Source: an optimization exercise on an open RTL-to-GDS flow (aim: small area, a short achievable clock period and few clock cycles per item). Production flows keep margins and buffers that such runs may drop. Function was checked by simulation only, so behaviour that the tests miss may differ from the original.

## flow/design.v (module list and top-level ports; edited modules follow where they fit)
// module fp32_mul: 83 lines
// module mul24: 983 lines
// module fp32_add: 76 lines
// module ladder4_core: 160 lines
module ladder4_core (
    input  wire        clk,
    input  wire        rst,         
    input  wire        in_valid,
    output wire        in_ready,
    input  wire [31:0] in_x,
    input  wire [31:0] b0,
    input  wire [31:0] b1,
    input  wire [31:0] a1,
    input  wire [31:0] rg,
    input  wire [31:0] wta,
    input  wire [31:0] wtb,
    input  wire [31:0] wtc,
    input  wire [31:0] wtd,
    input  wire [31:0] wte,
    output reg         out_valid,
    output wire [31:0] out_y
);
  // ...
==> flow/flow/run.sh <==
#!/bin/bash
set -euo pipefail
MARGIN=$(cat flow/margin.txt)
bash standard.sh SETUP_SLACK_MARGIN=$MARGIN "BUFFER_PORTS_ARGS=-buffer_cell sky130_fd_sc_hd__buf_1" finish > standard.log 2>&1
==> flow/flow/margin.txt <==
22.5
==> flow/standard.sh <==
#!/bin/bash
# synth_recipe.tcl (not shown) runs the flow's synth.tcl, then flattens the netlist and writes it again
# the make line also repeats each setting of config.mk as NAME=value (left out here)
make -C /OpenROAD-flow-scripts/flow DESIGN_CONFIG=/design/flow/config.mk WORK_HOME=/design/flow/orfs CLKGATE_MAP_FILE= SYNTH_SCRIPT=/design/flow/synth_recipe.tcl "${@:-finish}"
==> flow/config.mk <==
export PLATFORM = sky130hd
export DESIGN_NAME = ladder4_core
export DESIGN_NICKNAME = ladder4_core
export VERILOG_FILES = /design/flow/design.v
export SDC_FILE = /design/flow/constraint.sdc
export NUM_CORES = 4
export LEC_CHECK = 0
export ABC_AREA = 1
export CAP_MARGIN = 20
export CORE_MARGIN = 2
export CORE_UTILIZATION = 40
export CTS_BUF_LIST = sky130_fd_sc_hd__clkbuf_8 sky130_fd_sc_hd__clkbuf_4
export CTS_CLUSTER_SIZE = 30
export SLEW_MARGIN = 20
==> flow/constraint.sdc <==
create_clock -name core_clock -period 30.0 [get_ports {clk}]
set_input_delay 6.0000 -clock core_clock [delete_from_list [all_inputs] [get_ports {clk}]]
set_output_delay 6.0000 -clock core_clock [all_outputs]
set_load 0.01 [all_outputs]
==> qor.yml, run 1 <==
status: "no timing/DRC/antenna violations"
grt_pass1_wl_um: 327000
nNonClkBuffers: 602
top_layer_used: "met5"
wl_met3_um: 25400
critPathLaunchType: "primary input"
synth-simple-area-share_pct: 22.8
finalClockSkew_ns: 0.0983
critPathBufInv: 1
r2r-end: "u_mul.r_prod[35]$_DFF_P_"
synthMuxAreaShare_pct: 0.734
area_growth_pct: 15.4
final-nonclk-buf-share_pct: 5.92
hold_violations: 0
clock.fmax_ghz: 0.132
clockRootBuffer: "clkbuf_8"
cts_tree: "built"
crit_start: "wta[3]"
hold_end: "tp$_SDFFE_PP0P_"
grt_pass1_vias: 49500
required_ns: 30.70
synth_xor_area_share_pct: 7.51
ff2ff_setup_slack_ns: 22.63
finalNonFillerCells: 8991
Testbench counts, summed over its fixed seeds: cycles 57,856, items 2,048.
==> run 2, diff against run 1 <==
==> flow/flow/margin.txt (replaced) <==
22.8
==> run 2 against run 1 <==
  * Synthesized cell count unchanged
  * Cell count up 0.53%
  * Global-route usage down 0.26 points
  * Sequential share of layout area down 0.47 points
  * Hold slack worse by 0.025 ns
  * Worst setup slack better by 0.27 ns
==> qor.yml, run 2 <==
synth-seq-cells: 545  # unchanged
regToRegStartpoint: "v_o4$_SDFFE_PP0P_"  # was m_s1$_DFF_P_
finalClockSkew_ns: 0.0775  # was 0.0983 ns
die_height_um: 360  # unchanged
gp_congestion: 0.994  # was 1.04
tightest_slew_ns: 1.38  # was 1.18 ns
required_ns: 30.69  # was 30.70 ns
hold_end: "tp$_SDFFE_PP0P_"  # unchanged
drt_wl_total_um: 228000  # about the same
top_layer_used: "met5"  # unchanged
drive_gt1_share_pct: 14.1  # was 10.8%
layout_min_cycle_time_ns: 7.31  # was 7.59 ns
critPathBufInv: 10  # was 1
synth_area_leaders: "edfxtp_1 (17%), nand2_1 (11%), dfxtp_1 (10%), fa_1 (9.8%), xor2_1 (6.8%)"  # unchanged
initial_core_util_pct: 40.4  # unchanged
area_growth_pct: 18.1  # was 15.4%
max-slew-margin-rel_pct: 7.57  # was 20.5%
wl_met3_um: 23800  # was 25,400 um
core_um2: 126000  # unchanged
cts_hold_buf: 0  # unchanged
numClockSinks: 545  # unchanged
cap_violations: 0  # unchanged
cp-end-kind: "flop"  # unchanged
async_flop_share_pct: 0  # unchanged
routedLengthMet1_um: 88000  # was 86,800 um
ys_seq_area_share_pct: 27.2  # unchanged
final.fill_count: 12700  # was 12,800
syn_inst: 6872  # unchanged
routed_via_density: 5.86  # about the same
worst-setup-path-type: "reg -> reg"  # was in -> reg
place_hpwl_um: 173000  # about the same
synth-simple-area-share_pct: 22.8  # unchanged
seq_area_um2: 13800  # about the same
drt_iter0_markers: 6370  # was 6,596
synth_commonest_cells: "nand2_1 (1,480), inv_1 (876), o21ai_0 (495), nor2_1 (486), xor2_1 (394)"  # unchanged
critPathLaunchType: "flop"  # was primary input
num_vias: 53000  # was 52,700
grt_usage_pct: 33.3  # was 33.6%
ys_types: 76  # unchanged
synth_ff_type: "edfxtp_1"  # unchanged
die_area_um2: 130000  # unchanged
cts_buffer_depth: 3  # unchanged
largest_register_ffs: 48  # unchanged
yosys_warnings: 3  # unchanged
cts_buffers: 97  # was 98
hold_violations: 0  # unchanged
crit_family: "adder cells"  # was compound AO/OA/AOI/OAI gates
grt_pass1_vias: 49500  # about the same
cts_tree: "built"  # unchanged
synth-compound-area-share_pct: 17.2  # unchanged
synth_top_family_by_area: "simple AND/OR/NAND/NOR gates"  # unchanged
grt_pass1_wl_um: 325000  # was 327,000 um
clk_pin_slew_ns: 0.06  # was 0.07 ns
grt_max_degree: 71  # was 89
period_share_pct: 24.4  # was 25.3%
final_cell_mix: "nand2_1 (1,421), inv_1 (831), nor2_1 (457), o21ai_0 (423), xor2_1 (385)"  # was nand2_1 (1,444), inv_1 (847), nor2_1 (462), o21ai_0 (456), xor2_1 (388)
wl_per_cell_um: 25.2  # was 25.3 um
cpPeakStageDelay_ns: 0.60  # was 0.99 ns
synth_fa_ha_area_share_pct: 15.0  # unchanged
final_antenna_net_count: 0  # unchanged
die_x_um: 360  # unchanged
mostFrequentLayoutCell: "nand2_1"  # unchanged
multi_input_area_um2: 34000  # was 33,300 um^2
status: "no timing/DRC/antenna violations"  # unchanged
yosysMostFrequentCell: "nand2_1"  # unchanged
rsz0062_at_grt: "yes"  # was no
r2r-end: "u_mul.r_prod[46]$_DFF_P_"  # was u_mul.r_prod[35]$_DFF_P_
utilization_pct: 47.7  # was 46.6%
cts_max_level: 3  # unchanged
syn_area_um2: 50800  # unchanged
hp-start: "tp$_SDFFE_PP0P_"  # unchanged
nets: 8077  # was 8,026
portBuffers: 356  # unchanged
rows: 130  # unchanged
final_max_slew_viol_count: 0  # unchanged
route.met2.wl_um: 101000  # was 100,000 um
arrival_ns: 8.00  # was 8.29 ns
syn_area_per_cell_um2: 7.39  # unchanged
synth_edf_count: 288  # unchanged
gr-total-overflow: 0  # unchanged
synthMuxAreaShare_pct: 0.734  # unchanged
largest_register: "u_mul.r_prod"  # unchanged
yosysTopAreaCell: "edfxtp_1"  # unchanged
finalSetupViolations: 0  # unchanged
clock.fmax_ghz: 0.137  # was 0.132 GHz
yosys.area.top_type_share_pct: 17.0  # unchanged
hold_depth: 2  # unchanged
antenna_found_initial: 23  # unchanged
crit_path_top_delay_cell: "fa_2"  # was a221oi_1
drc_errors: 0  # unchanged
ff2ff_setup_slack_ns: 22.69  # was 22.63 ns
clockRootBuffer: "clkbuf_8"  # unchanged
rr_worst_depth: 34  # was 29
first_pass_iters: 6  # unchanged
fin_tns_setup_ns: 0  # unchanged
synth_nets: 7654  # unchanged
crit_fanout: 7  # was 1
hold_path_class: "reg -> reg"  # unchanged
clkLatencyLatePin_ns: 0.81  # was 0.84 ns
synth_xor_area_share_pct: 7.51  # unchanged
io_pins: 357  # unchanged
-- run 2: cell counts after synthesis --
No cell type changed its count.
-- run 2: cells by family (layout without fill, tap and decap cells) --
kind of cell             after synthesis  in the layout
AO/OA/AOI/OAI                       1435           1435
XOR/XNOR                             435            435
adder cells (fa/ha/maj)              460            460
buffers and inverters               1257           1759
flip-flops                           545            545
multiplexers                          37             37
other                                  1             12
AND/OR/NAND/NOR                     2702           2706
-- run 2: worst max path at each step --
stage | cells after the start | endpoint | slack (ns) | startpoint
detailed placement | 34 | u_mul.r_prod[46]$_DFF_P_ | 20.90 | v_o2$_SDFFE_PP0P_
floorplan | 37 | u_mul.r_prod[46]$_DFF_P_ | 22.81 | v_o4$_SDFFE_PP0P_
global placement | 34 | u_mul.r_prod[46]$_DFF_P_ | 21.09 | v_o2$_SDFFE_PP0P_
finish | 34 | u_mul.r_prod[46]$_DFF_P_ | 22.69 | v_o4$_SDFFE_PP0P_
global route | 34 | u_mul.r_prod[46]$_DFF_P_ | 22.42 | v_o4$_SDFFE_PP0P_
CTS | 1 | out_y[9] | 22.65 | yo[9]$_DFF_P_
-- run 2: final cells by class --
type                            instances  area share [%]
Antenna cell                           11          0.0459
Clock buffer                          151            3.08
Timing Repair Buffer                  657            7.04
Sequential cell                       545            23.1
Multi-Input combinational cell       5074            56.6
Inverter                              910            5.89
Timing Repair inverter                 10           0.104
Tap cell                             1650            3.44
Clock inverter                         31           0.696
-- run 2: worst register-to-register path: cells and delay by family, from the launching register on --
family          cells  cell delay, ns
fa+ha+maj           7            2.98
simple gates        7            1.25
buf+inv            10            1.21
compound gates      8            1.15
flops               1            0.33
xor+xnor            2            0.30
-- run 2: what timing repair did --
action | 4_1_cts | 5_1_grt
cloned | 12 | 9
setup endpoints to repair | 388 | 399
pin swaps | 30 | 149
resized for setup | 285 | 398
buffers inserted | 55 | 108
-- run 2: per-layer routing --
metal,GRT usage (%),up-vias
met5,0,-
met3,6.60,570
met2,52.5,3198
met1,42.9,25300
li1,-,23900
met4,17.9,6
-- run 2: through the flow --
step,area [um^2],worst slack [ns],hold slack [ns],cells
after global routing,60000,22.42,0.492,9035
after CTS,57600,22.65,0.466,8911
final,60000,22.69,0.464,9039
after floorplan,50800,22.81,0.408,6872
after global placement,53800,21.09,0.446,8661
after detailed placement,53800,20.90,0.456,8662
==> module ladder4_core, before the edit <==
module ladder4_core (
    input  wire        clk,
    input  wire        rst,         
    input  wire        in_valid,
    output wire        in_ready,
    input  wire [31:0] in_x,
    input  wire [31:0] b0,
    input  wire [31:0] b1,
    input  wire [31:0] a1,
    input  wire [31:0] rg,
    input  wire [31:0] wta,
    input  wire [31:0] wtb,
    input  wire [31:0] wtc,
    input  wire [31:0] wtd,
    input  wire [31:0] wte,
    output reg         out_valid,
    output wire [31:0] out_y
);
    localparam [31:0] K_ONE = 32'h3F800000;
    reg  [31:0] s1, o1, o2, o3, o4;
    reg  [31:0] xr, cr, p, h, acc, drv;
    reg         xf;                      
    reg         rdy;                     
    reg  [31:0] yo;                      
    reg  [5:0]  c;                       
    reg         v_s1, v_o1, v_o2, v_o3, v_o4;    
    reg         dr;                      
    reg         tp;                      
    reg         nx;                      
    assign in_ready = rdy;
    assign out_y    = yo;
    wire [31:0] t2 = (|cr[30:23]) ? {cr[31], cr[30:23] + 8'd1, cr[22:0]} : {cr[31], cr[29:0], 1'b0};
    wire accept = in_valid & ~xf;
    reg  [5:0] cn;
    always @* begin
        if (c == 6'd63)       cn = xf ? 6'd32 : 6'd63;
        else if (c == 6'd37)  cn = 6'd0;
        else if (c == 6'd27)  cn = 6'd0;
        else if (dr && c == 6'd7) cn = 6'd63;
        else                  cn = c + 6'd1;
    end
    wire run_n = (cn[5] == 1'b0);
    wire dr_n  = (c == 6'd27) ? ~nx : (cn == 6'd63 ? 1'b0 : dr);
    reg m_o1, m_o2, m_o3, m_o4, m_s1, m_x, m_b4;       
    reg h_we, am_we;                                   
    reg a_one, a_h, a_o1, a_o2, a_o3, a_o4, a_acc, b_neg;    
    reg drv_we, s1_we, o1_we, o2_we, o3_we, o4_we, aa_we;    
    reg k_b1, k_b0, k_a1, k_wa, k_wb, k_wc, k_wd, k_we, k_drv, k_rg;    
    reg d_t2;                                           
    always @(posedge clk) begin
        m_o4  <= run_n & ((cn == 6'd0) | (cn == 6'd3) | (cn == 6'd24));
        m_s1  <= run_n & ((cn == 6'd1) | (cn == 6'd4) | (cn == 6'd8));
        m_o1  <= run_n & ((cn == 6'd6) | (cn == 6'd7) | (cn == 6'd10) | (cn == 6'd11));
        m_o2  <= run_n & ((cn == 6'd12) | (cn == 6'd13) | (cn == 6'd16) | (cn == 6'd17));
        m_o3  <= run_n & ((cn == 6'd18) | (cn == 6'd19) | (cn == 6'd22) | (cn == 6'd23));
        m_x   <= (cn == 6'd26) | (cn == 6'd37);
        m_b4  <= (cn == 6'd0);
        h_we  <= (cn == 6'd2) | (cn == 6'd8) | (cn == 6'd14) | (cn == 6'd20) | (cn == 6'd27) |
                 (cn == 6'd0 && c == 6'd37);
        am_we <= (cn == 6'd9);
        a_one <= (cn == 6'd1) | (cn == 6'd34);
        a_h   <= (cn == 6'd2) | (cn == 6'd6) | (cn == 6'd12) | (cn == 6'd18) | (cn == 6'd24);
        a_o1  <= (cn == 6'd8);
        a_o2  <= (cn == 6'd14);
        a_o3  <= (cn == 6'd20);
        a_o4  <= (cn == 6'd26);
        a_acc <= (cn == 6'd5) | (cn == 6'd13) | (cn == 6'd19) | (cn == 6'd25);
        b_neg <= (cn == 6'd2);
        drv_we <= (cn == 6'd2) | (cn == 6'd35);
        d_t2  <= (cn == 6'd0) | (cn == 6'd33);
        aa_we <= (cn == 6'd6) | (cn == 6'd14) | (cn == 6'd20) | (cn == 6'd26);
        k_b1  <= (cn == 6'd0) | (cn == 6'd6) | (cn == 6'd12) | (cn == 6'd18);
        k_b0  <= (cn == 6'd3) | (cn == 6'd9) | (cn == 6'd15) | (cn == 6'd21);
        k_a1  <= (cn == 6'd5) | (cn == 6'd11) | (cn == 6'd17) | (cn == 6'd23);
        k_we  <= (cn == 6'd2);
        k_wa  <= (cn == 6'd7);
        k_wb  <= (cn == 6'd10);
        k_wc  <= (cn == 6'd16);
        k_wd  <= (cn == 6'd22);
        k_drv <= (cn == 6'd25) | (cn == 6'd36);
        k_rg  <= ~((cn == 6'd0) | (cn == 6'd6) | (cn == 6'd12) | (cn == 6'd18) |
                   (cn == 6'd3) | (cn == 6'd9) | (cn == 6'd15) | (cn == 6'd21) |
                   (cn == 6'd5) | (cn == 6'd11) | (cn == 6'd17) | (cn == 6'd23) |
                   (cn == 6'd2) | (cn == 6'd7) | (cn == 6'd10) | (cn == 6'd16) |
                   (cn == 6'd22) | (cn == 6'd25) | (cn == 6'd36));
        if (rst) begin
            s1_we <= 1'b0; o1_we <= 1'b0; o2_we <= 1'b0; o3_we <= 1'b0; o4_we <= 1'b0;
        end else begin
            s1_we <= (cn == 6'd3) & ~dr_n;
            o1_we <= ((cn == 6'd7) & ~dr_n) | (cn == 6'd9);
            o2_we <= (cn == 6'd13) | (cn == 6'd15);
            o3_we <= (cn == 6'd19) | (cn == 6'd21);
            o4_we <= (cn == 6'd25) | (cn == 6'd27);
        end
    end
    wire [31:0] ma = ({32{m_o4 & v_o4}} & o4) | ({32{m_s1 & v_s1}} & s1) |
                     ({32{m_o1 & v_o1}} & o1) | ({32{m_o2 & v_o2}} & o2) |
                     ({32{m_o3 & v_o3}} & o3) | ({32{m_x}} & xr);
    wire [31:0] my;
    fp32_mul u_mul (.clk(clk), .a(ma), .b(cr), .b4(m_b4), .y(my));
    wire [31:0] aa = ({32{a_one}} & K_ONE) | ({32{a_h}} & h) | ({32{a_acc}} & acc) |
                     ({32{a_o1}} & o1) | ({32{a_o2}} & o2) | ({32{a_o3}} & o3) |
                     ({32{a_o4}} & o4);
    wire [31:0] ab = a_one ? drv : {p[31] ^ b_neg, p[30:0]};
    wire [31:0] ay;
    wire        ay_gt1;
    fp32_add u_add (.clk(clk), .a(aa), .b(ab), .y(ay), .gt1(ay_gt1));
    wire [31:0] ay_clip = ay_gt1 ? {ay[31], K_ONE[30:0]} : ay;
    wire [31:0] cr_n = ({32{k_b1}} & b1) | ({32{k_b0}} & b0) | ({32{k_a1}} & a1) |
                       ({32{k_wa}} & wta) | ({32{k_wb}} & wtb) | ({32{k_wc}} & wtc) |
                       ({32{k_wd}} & wtd) | ({32{k_we}} & wte) | ({32{k_drv}} & drv) |
                       ({32{k_rg}} & rg);
    always @(posedge clk) begin
        p  <= my;
        yo <= ay;
        cr <= cr_n;
        if (h_we) h <= my;
        if (am_we)      acc <= my;
        else if (aa_we) acc <= ay;
        if (drv_we)    drv <= ay;
        else if (d_t2) drv <= t2;
        if (!xf) xr <= in_x;
        if (s1_we) s1 <= ay_clip;
        if (o1_we) o1 <= ay;
        if (o2_we) o2 <= ay;
        if (o3_we) o3 <= ay;
        if (o4_we) o4 <= ay;
    end
    always @(posedge clk) begin
        if (rst) begin
            v_s1 <= 1'b0; v_o1 <= 1'b0; v_o2 <= 1'b0; v_o3 <= 1'b0; v_o4 <= 1'b0;
            xf <= 1'b0;
            rdy <= 1'b1;
            c  <= 6'd63;
            dr <= 1'b0;
            tp <= 1'b0;
            nx <= 1'b0;
            out_valid <= 1'b0;
        end else begin
            out_valid <= tp && (c == 6'd6);
            if (s1_we) v_s1 <= 1'b1;
            if (o1_we) v_o1 <= 1'b1;
            if (o2_we) v_o2 <= 1'b1;
            if (o3_we) v_o3 <= 1'b1;
            if (o4_we) v_o4 <= 1'b1;
            if (accept) begin
                xf  <= 1'b1;
                rdy <= 1'b0;
            end else if ((c == 6'd26 && !dr) || c == 6'd37) begin
                xf  <= 1'b0;
                rdy <= 1'b1;
            end
            if (c == 6'd26) nx <= xf;
            if (c == 6'd27)     tp <= 1'b1;
            else if (c == 6'd7) tp <= 1'b0;
            dr <= dr_n;
            c  <= cn;
        end
    end
endmodule
==> run 3, diff against run 2 <==
--- a/flow/design.v
+++ b/flow/design.v
@@ -1157,3 +1157,3 @@
     input  wire [31:0] wte,
-    output reg         out_valid,
+    output wire        out_valid,
     output wire [31:0] out_y
@@ -1162,6 +1162,6 @@
     reg  [31:0] s1, o1, o2, o3, o4;
-    reg  [31:0] xr, cr, p, h, acc, drv;
+    reg  [31:0] xr, cra, crb, p, h, acc, drv;
+    reg         rst_r;                   
+    reg         ov;
     reg         xf;                      
-    reg         rdy;                     
-    reg  [31:0] yo;                      
     reg  [5:0]  c;                       
@@ -1171,6 +1171,7 @@
     reg         nx;                      
-    assign in_ready = rdy;
-    assign out_y    = yo;
-    wire [31:0] t2 = (|cr[30:23]) ? {cr[31], cr[30:23] + 8'd1, cr[22:0]} : {cr[31], cr[29:0], 1'b0};
-    wire accept = in_valid & ~xf;
+    assign in_ready  = ~xf & ~rst_r;
+    assign out_valid = ov & ~rst_r;
+    assign out_y    = acc;
+    wire [31:0] t2 = (|crb[30:23]) ? {crb[31], crb[30:23] + 8'd1, crb[22:0]} : {crb[31], crb[29:0], 1'b0};
+    wire accept = in_valid & in_ready;
     reg  [5:0] cn;
@@ -1189,3 +1190,5 @@
     reg drv_we, s1_we, o1_we, o2_we, o3_we, o4_we, aa_we;    
-    reg k_b1, k_b0, k_a1, k_wa, k_wb, k_wc, k_wd, k_we, k_drv, k_rg;    
+    reg ka_b1, ka_b0, ka_a1, ka_wa, ka_wb;              
+    reg kb_rg, kb_wc, kb_wd, kb_we, kb_drv;             
+    reg m_ba;                                           
     reg d_t2;                                           
@@ -1213,17 +1216,19 @@
         aa_we <= (cn == 6'd6) | (cn == 6'd14) | (cn == 6'd20) | (cn == 6'd26);
-        k_b1  <= (cn == 6'd0) | (cn == 6'd6) | (cn == 6'd12) | (cn == 6'd18);
-        k_b0  <= (cn == 6'd3) | (cn == 6'd9) | (cn == 6'd15) | (cn == 6'd21);
-        k_a1  <= (cn == 6'd5) | (cn == 6'd11) | (cn == 6'd17) | (cn == 6'd23);
-        k_we  <= (cn == 6'd2);
-        k_wa  <= (cn == 6'd7);
-        k_wb  <= (cn == 6'd10);
-        k_wc  <= (cn == 6'd16);
-        k_wd  <= (cn == 6'd22);
-        k_drv <= (cn == 6'd25) | (cn == 6'd36);
-        k_rg  <= ~((cn == 6'd0) | (cn == 6'd6) | (cn == 6'd12) | (cn == 6'd18) |
-                   (cn == 6'd3) | (cn == 6'd9) | (cn == 6'd15) | (cn == 6'd21) |
-                   (cn == 6'd5) | (cn == 6'd11) | (cn == 6'd17) | (cn == 6'd23) |
-                   (cn == 6'd2) | (cn == 6'd7) | (cn == 6'd10) | (cn == 6'd16) |
-                   (cn == 6'd22) | (cn == 6'd25) | (cn == 6'd36));
-        if (rst) begin
+        ka_b1 <= (cn == 6'd0) | (cn == 6'd6) | (cn == 6'd12) | (cn == 6'd18) |
+                 (cn >= 6'd24 && cn <= 6'd27) | cn[5];
+        ka_b0 <= (cn >= 6'd1 && cn <= 6'd3) | (cn == 6'd8) | (cn == 6'd9) |
+                 (cn >= 6'd13 && cn <= 6'd15) | (cn >= 6'd19 && cn <= 6'd21);
+        ka_a1 <= (cn == 6'd4) | (cn == 6'd5) | (cn == 6'd11) | (cn == 6'd16) | (cn == 6'd17) |
+                 (cn == 6'd22) | (cn == 6'd23);
+        ka_wa <= (cn == 6'd7);
+        ka_wb <= (cn == 6'd10);
+        kb_we <= (cn <= 6'd2);
+        kb_wc <= (cn >= 6'd3 && cn <= 6'd16);
+        kb_wd <= (cn >= 6'd17 && cn <= 6'd22);
+        kb_drv <= (cn >= 6'd23 && cn <= 6'd25) | (cn == 6'd36);
+        kb_rg <= (cn == 6'd26) | (cn == 6'd27) | (cn[5] & (cn != 6'd36));
+        m_ba  <= (cn == 6'd1) | (cn == 6'd4) | (cn == 6'd6) | (cn == 6'd7) | (cn == 6'd8) |
+                 (cn == 6'd10) | (cn == 6'd11) | (cn == 6'd12) | (cn == 6'd13) |
+                 (cn == 6'd16) | (cn == 6'd18) | (cn == 6'd19) | (cn == 6'd22) | (cn == 6'd24);
+        if (rst_r) begin
             s1_we <= 1'b0; o1_we <= 1'b0; o2_we <= 1'b0; o3_we <= 1'b0; o4_we <= 1'b0;
@@ -1241,3 +1246,4 @@
     wire [31:0] my;
-    fp32_mul u_mul (.clk(clk), .a(ma), .b(cr), .b4(m_b4), .y(my));
+    wire [31:0] mb = m_ba ? cra : crb;
+    fp32_mul u_mul (.clk(clk), .a(ma), .b(mb), .b4(m_b4), .y(my));
     wire [31:0] aa = ({32{a_one}} & K_ONE) | ({32{a_h}} & h) | ({32{a_acc}} & acc) |
@@ -1250,10 +1256,11 @@
     wire [31:0] ay_clip = ay_gt1 ? {ay[31], K_ONE[30:0]} : ay;
-    wire [31:0] cr_n = ({32{k_b1}} & b1) | ({32{k_b0}} & b0) | ({32{k_a1}} & a1) |
-                       ({32{k_wa}} & wta) | ({32{k_wb}} & wtb) | ({32{k_wc}} & wtc) |
-                       ({32{k_wd}} & wtd) | ({32{k_we}} & wte) | ({32{k_drv}} & drv) |
-                       ({32{k_rg}} & rg);
+    wire [31:0] cra_n = ({32{ka_b1}} & b1) | ({32{ka_b0}} & b0) | ({32{ka_a1}} & a1) |
+                        ({32{ka_wa}} & wta) | ({32{ka_wb}} & wtb);
+    wire [31:0] crb_n = ({32{kb_rg}} & rg) | ({32{kb_wc}} & wtc) | ({32{kb_wd}} & wtd) |
+                        ({32{kb_we}} & wte) | ({32{kb_drv}} & drv);
     always @(posedge clk) begin
         p  <= my;
-        yo <= ay;
-        cr <= cr_n;
+        cra <= cra_n;
+        crb <= crb_n;
+        rst_r <= rst;
         if (h_we) h <= my;
@@ -1271,6 +1278,5 @@
     always @(posedge clk) begin
-        if (rst) begin
+        if (rst_r) begin
             v_s1 <= 1'b0; v_o1 <= 1'b0; v_o2 <= 1'b0; v_o3 <= 1'b0; v_o4 <= 1'b0;
             xf <= 1'b0;
-            rdy <= 1'b1;
             c  <= 6'd63;
@@ -1279,5 +1285,5 @@
             nx <= 1'b0;
-            out_valid <= 1'b0;
+            ov <= 1'b0;
         end else begin
-            out_valid <= tp && (c == 6'd6);
+            ov <= tp && (c == 6'd6);
             if (s1_we) v_s1 <= 1'b1;
@@ -1287,9 +1293,6 @@
             if (o4_we) v_o4 <= 1'b1;
-            if (accept) begin
-                xf  <= 1'b1;
-                rdy <= 1'b0;
-            end else if ((c == 6'd26 && !dr) || c == 6'd37) begin
-                xf  <= 1'b0;
-                rdy <= 1'b1;
-            end
+            if (accept)
+                xf <= 1'b1;
+            else if ((c == 6'd26 && !dr) || c == 6'd37)
+                xf <= 1'b0;
             if (c == 6'd26) nx <= xf;
==> flow/flow/run.sh (replaced) <==
#!/bin/bash
set -euo pipefail
MARGIN=$(cat flow/margin.txt)
bash standard.sh SETUP_SLACK_MARGIN=$MARGIN finish > standard.log 2>&1
==> flow/flow/margin.txt (replaced) <==
22.5
==> run 3 against run 2 <==
  * Still clean
  * Sequential cell count increased by 2
  * Critical path type is now reg -> out
  * Area after synthesis increased by 1.3%
  * Die area increased by 1.3%
  * Largest cell class unchanged
  * Clock skew increased by 0.034 ns
  * Clock-buffer cell count decreased by 11
==> qor.yml, run 3 <==
num_vias: 53900  # was 53,000
syn_area_per_cell_um2: 7.30  # was 7.39 um^2
syn_inst: 7057  # was 6,872
finalNonFillerCells: 9255  # was 9,039
critPathLaunchType: "flop"  # unchanged
antenna_found_initial: 13  # was 23
drt_wl_total_um: 234000  # was 228,000 um
cts_buffers: 96  # was 97
cpPeakStageDelay_ns: 0.55  # was 0.60 ns
placed_cells_incl_taps: 8869  # was 8,662
cts_tree: "built"  # unchanged
final_cell_mix: "nand2_1 (1,601), inv_1 (929), o21ai_0 (455), nor2_1 (426), xor2_1 (416)"  # was nand2_1 (1,421), inv_1 (831), nor2_1 (457), o21ai_0 (423), xor2_1 (385)
die_height_um: 363  # was 360 um
whs_ns: 0.475  # was 0.464 ns
gp_congestion: 0.985  # was 0.994
synth-compound-area-share_pct: 16.5  # was 17.2%
nets: 8288  # was 8,077
drive_gt1_share_pct: 12.2  # was 14.1%
finalClockSkew_ns: 0.112  # was 0.0775 ns
async_flop_share_pct: 0  # unchanged
synthMuxAreaShare_pct: 0.897  # was 0.734%
first_pass_iters: 6  # unchanged
period_share_pct: 25.1  # was 24.4%
drc_errors: 0  # unchanged
crit_path_top_delay_cell: "edfxtp_1"  # was fa_2
area_growth_pct: 21.3  # was 18.1%
worst-setup-path-type: "reg -> out"  # was reg -> reg
synth-simple-area-share_pct: 23.1  # was 22.8%
mostFrequentLayoutCell: "nand2_1"  # unchanged
clockRootBuffer: "clkbuf_8"  # unchanged
clock.fmax_ghz: 0.133  # was 0.137 GHz
yosysMostFrequentCell: "nand2_1"  # unchanged
fin_tns_setup_ns: 0  # unchanged
synth_area_leaders: "edfxtp_1 (17%), nand2_1 (12%), dfxtp_1 (10%), fa_1 (9.7%), xor2_1 (7.2%)"  # was edfxtp_1 (17%), nand2_1 (11%), dfxtp_1 (10%), fa_1 (9.8%), xor2_1 (6.8%)
die_area_um2: 132000  # was 130,000 um^2
yosysTopAreaCell: "edfxtp_1"  # unchanged
io_pins: 357  # unchanged
place_hpwl_um: 174000  # was 173,000 um
required_ns: 24.00  # was 30.69 ns
synth_top_family_by_area: "simple AND/OR/NAND/NOR gates"  # unchanged
wl_per_cell_um: 25.3  # was 25.2 um
clk_pin_slew_ns: 0.06  # about the same
numClockSinks: 547  # was 545
core_um2: 128000  # was 126,000 um^2
layout_min_cycle_time_ns: 7.54  # was 7.31 ns
status: "no timing/DRC/antenna violations"  # unchanged
syn_area_um2: 51500  # was 50,800 um^2
seq_area_um2: 13900  # was 13,800 um^2
max-slew-margin-rel_pct: 18.8  # was 7.57%
ys_seq_area_share_pct: 26.9  # was 27.2%
synth_fa_ha_area_share_pct: 14.8  # was 15.0%
crit_fanout: 2  # was 7
synth_edf_count: 288  # unchanged
synth_xor_area_share_pct: 7.93  # was 7.51%
final.fill_count: 12500  # was 12,700
rows: 131  # was 130
routed_via_density: 5.82  # was 5.86
hold_path_class: "reg -> reg"  # unchanged
synth_commonest_cells: "nand2_1 (1,628), inv_1 (957), o21ai_0 (517), nor2_1 (444), xor2_1 (421)"  # was nand2_1 (1,480), inv_1 (876), o21ai_0 (495), nor2_1 (486), xor2_1 (394)
portBuffers: 356  # unchanged
cts_buffer_depth: 3  # unchanged
setup_ws_ns: 22.46  # was 22.69 ns
synth_nets: 7839  # was 7,654
grt_max_degree: 88  # was 71
rsz0062_at_grt: "yes"  # unchanged
path_cells: "buf_6"
pre_cts_ws_ns: 20.69  # was 20.90 ns
gr-total-overflow: 0  # unchanged
yosys.area.top_type_share_pct: 16.8  # was 17.0%
cts_max_level: 3  # unchanged
final_antenna_net_count: 0  # unchanged
hold_violations: 0  # unchanged
cp-end-kind: "primary output"  # was flop
finalSetupViolations: 0  # unchanged
arrival_ns: 1.54  # was 8.00 ns
cap_violations: 0  # unchanged
die_x_um: 363  # was 360 um
clkLatencyLatePin_ns: 0.83  # was 0.81 ns
critPathBufInv: 1  # was 10
ys_types: 75  # was 76
largest_register_ffs: 48  # unchanged
drt_iter0_markers: 7002  # was 6,370
grt_pass1_wl_um: 327000  # was 325,000 um
grt_usage_pct: 33.4  # was 33.3%
synth_ff_type: "edfxtp_1"  # unchanged
synth-seq-cells: 547  # was 545
final_max_slew_viol_count: 0  # unchanged
tightest_slew_ns: 1.22  # was 1.38 ns
multi_input_area_um2: 33900  # was 34,000 um^2
initial_core_util_pct: 40.3  # was 40.4%
crit_family: "flip-flops"  # was adder cells
grt_pass1_vias: 49600  # was 49,500
yosys_warnings: 3  # unchanged
largest_register: "u_mul.r_prod"  # unchanged
-- run 3: cell types whose count changed in the layout (fill, tap and decap cells not counted), sizes merged, moves of 36 or more --
cell / delta
clkdlybuf4s50: +322
buf: -313
nand2: +157
inv: +90
nor2: -44
o21ai: +36
-- run 3: layout make-up --
cell class | count | share of cell area, %
well taps | 1662 | 3.33
inverters | 989 | 6.14
multi-input cells | 5184 | 54.3
repair buffers | 684 | 10.6
clock inverters | 42 | 0.593
flip-flops and latches | 547 | 22.2
diodes | 3 | 0.0120
repair inverters | 4 | 0.0401
clock buffers | 140 | 2.75
-- run 3: path summary, 6_finish.rpt --
| check | startpoint | to | slack, ns | cells past startpoint |
|---|---|---|---|---|
| min reg2reg | v_o1$_SDFFE_PP0P_ | v_o1$_SDFFE_PP0P_ | 0.47 | 2 |
| max | acc[7]$_DFFE_PP_ | out_y[7] | 22.46 | 1 |
| max reg2reg | v_o4$_SDFFE_PP0P_ | u_mul.r_prod[46]$_DFF_P_ | 22.68 | 35 |
| min | v_o1$_SDFFE_PP0P_ | v_o1$_SDFFE_PP0P_ | 0.47 | 2 |
-- run 3: per-stage QoR --
step / area, um^2 / utilization, %
final: 62400 / 48.9
after global routing: 62400 / 48.9
after CTS: 60200 / 47.2
after detailed placement: 57000 / 44.6
after global placement: 57000 / 44.6
after floorplan: 51500 / -
-- run 3: routing by layer --
metal | wire length, um | part of all wire (%) | vias up | global-route usage (%)
met1 | 91000 | 39 | 25200 | 44.0
li1 | - | - | 24400 | -
met5 | 37 | 0.016 | - | 0
met4 | 14200 | 6.1 | 6 | 15.9
met2 | 97900 | 42 | 3560 | 49.7
met3 | 30800 | 13 | 672 | 10.3
-- run 3: logic make-up after synthesis --
family,Yosys count
adders and majority gates,460
DFF,547
other,1
xor gates and xnor gates,466
buffers and inverters,1333
AOI/OAI and AO/OA,1413
muxes,46
and+or+nand+nor,2791
-- run 3: timing repair --
| action | 4_1_cts | 5_1_grt |
|---|---|---|
| pin swaps | 34 | 85 |
| setup buffers | 69 | 96 |
| hold buffers | 0 | 0 |
| gates cloned | 10 | 25 |
| endpoints found under the setup margin | 314 | 323 |
| gates resized for setup | 314 | 289 |
Testbench counts of run 3, summed over its fixed seeds: cycles 57,856, items 2,048.
==> run 4, diff against run 3 <==
==> flow/flow/margin.txt (replaced) <==
23
==> run 4 against run 3 <==
  * Sequential cell count is the same
  * Area after synthesis is the same
  * Still clean on timing, DRC and antenna
  * Sequential share of layout area shrank 1.6 points
  * Die area is the same
  * Worst setup slack lost 0.026 ns
  * Routed wire length grew 3.9%
  * Largest cell class unchanged
==> qor.yml, run 4 <==
synthMuxAreaShare_pct: 0.897  # unchanged
regToRegStartpoint: "v_o2$_SDFFE_PP0P_"  # was v_o4$_SDFFE_PP0P_
arrival_ns: 1.57  # was 1.54 ns
grt_pass1_vias: 51000  # was 49,600
worst-setup-path-type: "reg -> out"  # unchanged
synth-seq-cells: 547  # unchanged
period_share_pct: 25.2  # was 25.1%
required_ns: 24.00  # about the same
drt_iter0_markers: 6968  # was 7,002
rr_worst_depth: 35  # unchanged
yosysMostFrequentCell: "nand2_1"  # unchanged
max-slew-margin-rel_pct: 24.2  # was 18.8%
status: "no timing/DRC/antenna violations"  # unchanged
design_area_um2: 67400  # was 62,400 um^2
io_pins: 357  # unchanged
layout_min_cycle_time_ns: 7.57  # was 7.54 ns
grt_max_degree: 88  # unchanged
final_antenna_net_count: 0  # unchanged
critPathBufInv: 1  # unchanged
crit_fanout: 2  # unchanged
hold_path_class: "reg -> reg"  # unchanged
finalSetupViolations: 0  # unchanged
synth_fa_ha_area_share_pct: 14.8  # unchanged
core_um2: 128000  # unchanged
hold_depth: 2  # unchanged
cts_buffers: 96  # unchanged
largest_register: "u_mul.r_prod"  # unchanged
routed_via_density: 5.82  # about the same
final.fill_count: 12100  # was 12,500
area_growth_pct: 30.9  # was 21.3%
async_flop_share_pct: 0  # unchanged
cts_tree: "built"  # unchanged
initial_core_util_pct: 40.3  # unchanged
wl_per_cell_um: 25.6  # was 25.3 um
clk_pin_slew_ns: 0.06  # about the same
syn_inst: 7057  # unchanged
yosys.area.top_type_share_pct: 16.8  # unchanged
synth_area_leaders: "edfxtp_1 (17%), nand2_1 (12%), dfxtp_1 (10%), fa_1 (9.7%), xor2_1 (7.2%)"  # unchanged
drt_wl_total_um: 243000  # was 234,000 um
grt_pass1_wl_um: 337000  # was 327,000 um
ys_seq_area_share_pct: 26.9  # unchanged
cap_violations: 0  # unchanged
synth-simple-area-share_pct: 23.1  # unchanged
critPathLaunchType: "flop"  # unchanged
nets: 8540  # was 8,288
clockRootBuffer: "clkbuf_8"  # unchanged
rsz0062_at_grt: "yes"  # unchanged
yosys_warnings: 3  # unchanged
path_cells: "buf_2"  # was buf_6
rows: 131  # unchanged
die_height_um: 363  # unchanged
clkLatencyLatePin_ns: 0.82  # was 0.83 ns
cp-end-kind: "primary output"  # unchanged
placedInstanceArea_um2: 57100  # was 57,000 um^2
largest_register_ffs: 48  # unchanged
synth_edf_count: 288  # unchanged
crit_path_top_delay_cell: "edfxtp_1"  # unchanged
synth_xor_area_share_pct: 7.93  # unchanged
cts_buffer_depth: 3  # unchanged
grt_usage_pct: 34.5  # was 33.4%
crit_family: "flip-flops"  # unchanged
yosysTopAreaCell: "edfxtp_1"  # unchanged
gr-total-overflow: 0  # unchanged
finalClockSkew_ns: 0.101  # was 0.112 ns
hp-start: "tp$_SDFFE_PP0P_"  # was v_o1$_SDFFE_PP0P_
synth_ff_type: "edfxtp_1"  # unchanged
tightest_slew_ns: 1.14  # was 1.22 ns
gp_congestion: 0.978  # was 0.985
num_vias: 55400  # was 53,900
drive_gt1_share_pct: 19.5  # was 12.2%
ff2ff_setup_slack_ns: 22.61  # was 22.68 ns
drc_errors: 0  # unchanged
syn_area_per_cell_um2: 7.30  # unchanged
synth-compound-area-share_pct: 16.5  # unchanged
cts_max_level: 3  # unchanged
die_area_um2: 132000  # unchanged
first_pass_iters: 8  # was 6
crit_cells: 1  # unchanged
mostFrequentLayoutCell: "nand2_1"  # unchanged
final_max_slew_viol_count: 0  # unchanged
syn_area_um2: 51500  # unchanged
synth_top_family_by_area: "simple AND/OR/NAND/NOR gates"  # unchanged
synth_nets: 7839  # unchanged
final_cell_mix: "nand2_1 (1,538), inv_1 (879), o21ai_0 (414), xor2_1 (412), nor2_1 (389)"  # was nand2_1 (1,601), inv_1 (929), o21ai_0 (455), nor2_1 (426), xor2_1 (416)
hold_violations: 0  # unchanged
antenna_found_initial: 17  # was 13
die_x_um: 363  # unchanged
fin_tns_setup_ns: 0  # unchanged
clock.fmax_ghz: 0.132  # was 0.133 GHz
place_hpwl_um: 177000  # was 174,000 um
multi_input_area_um2: 36100  # was 33,900 um^2
synth_commonest_cells: "nand2_1 (1,628), inv_1 (957), o21ai_0 (517), nor2_1 (444), xor2_1 (421)"  # unchanged
crit_start: "acc[5]$_DFFE_PP_"  # was acc[7]$_DFFE_PP_
cpPeakStageDelay_ns: 0.55  # about the same
portBuffers: 356  # unchanged
numClockSinks: 547  # unchanged
seq_area_um2: 13900  # about the same
ys_types: 75  # unchanged
[run 4: path summary, 6_finish.rpt]
path                                   end
setup / recovery                  out_y[5]
hold / removal               ov$_SDFF_PP0_
setup reg to reg  u_mul.r_prod[46]$_DFF_P_
hold reg to reg              ov$_SDFF_PP0_
[run 4: repair_timing]
action	in CTS	in global routing
cloned	21	20
gates resized for setup	535	759
setup buffers	213	197
pin swaps	94	231
hold buffers	0	0
endpoints found under the setup margin	386	364
[run 4: stage by stage]
stage	worst slack [ns]	std cells	util, %	hold slack (ns)
after floorplan	23.01	7057	-	0.408
after global placement	21.31	8871	44.7	0.450
after detailed placement	20.87	8871	44.7	0.463
after CTS	22.40	9284	49.0	0.471
after global routing	22.41	9502	52.8	0.482
final	22.43	9505	52.8	0.462
[run 4: area by class of cell]
cell class                      instances  area share, %
Timing Repair inverter                  9         0.0965
Inverter                              989           5.94
Multi-Input combinational cell       5186           53.5
Tap cell                             1662           3.08
Clock buffer                          139           2.54
Clock inverter                         40          0.681
Antenna cell                            4         0.0148
Timing Repair Buffer                  929           13.6
Sequential cell                       547           20.6
[run 4: per-layer routing]
metal	track usage [%]	part of all wire, %
met5	0	0.040
met4	16.4	6.3
met3	9.61	13
met2	52.1	42
met1	45.3	38
[run 4: cell families (layout without fill, tap and decap cells)]
group / count (synthesis) / count (layout)
AND/OR/NAND/NOR: 2791 / 2800
XOR/XNOR: 466 / 466
multiplexers: 46 / 46
other: 1 / 5
flip-flops: 547 / 547
buffers and inverters: 1333 / 2106
AO/OA/AOI/OAI: 1413 / 1413
adder cells (fa/ha/maj): 460 / 460

==> separate check: timing with driven ports <==
No port has a modelled driver above. Below, the same layouts with a new extraction and two added sets of constraints.
Step 1 assumes that a clkbuf_16 drives the clock port and a buf_2 every other input.
Step 2 moves the port delays by t, midway between the first and last clock arrival at a register: inputs arrive t later, outputs are due t later. That takes back most of the time a late clock gives input paths.
Slacks: ideal ports / drivers / drivers and shift; pairs: ideal ports / drivers.
| run | t (ns) | slack for setup (ns) | worst setup path after step 2 | worst slew at a driven data input, ns | cell pins on the clock port's net |
|---|---|---|---|---|---|
| run 1 | 0.872 | 22.412 / 22.452 / 21.594 | input to register | 0.19 | 1 |
| run 2 | 0.850 | 22.686 / 22.625 / 22.026 | input to register | 0.16 | 1 |
| run 3 | 0.854 | 22.456 / 22.375 / 21.898 | input to register | 0.10 | 1 |
| run 4 | 0.842 | 22.429 / 22.355 / 22.071 | input to register | 0.09 | 1 |
After both steps setup and hold are still met in every run listed. For run 1, which loses most, drivers alone change the setup slack by +0.040 ns; drivers and shift together by -0.818 ns.
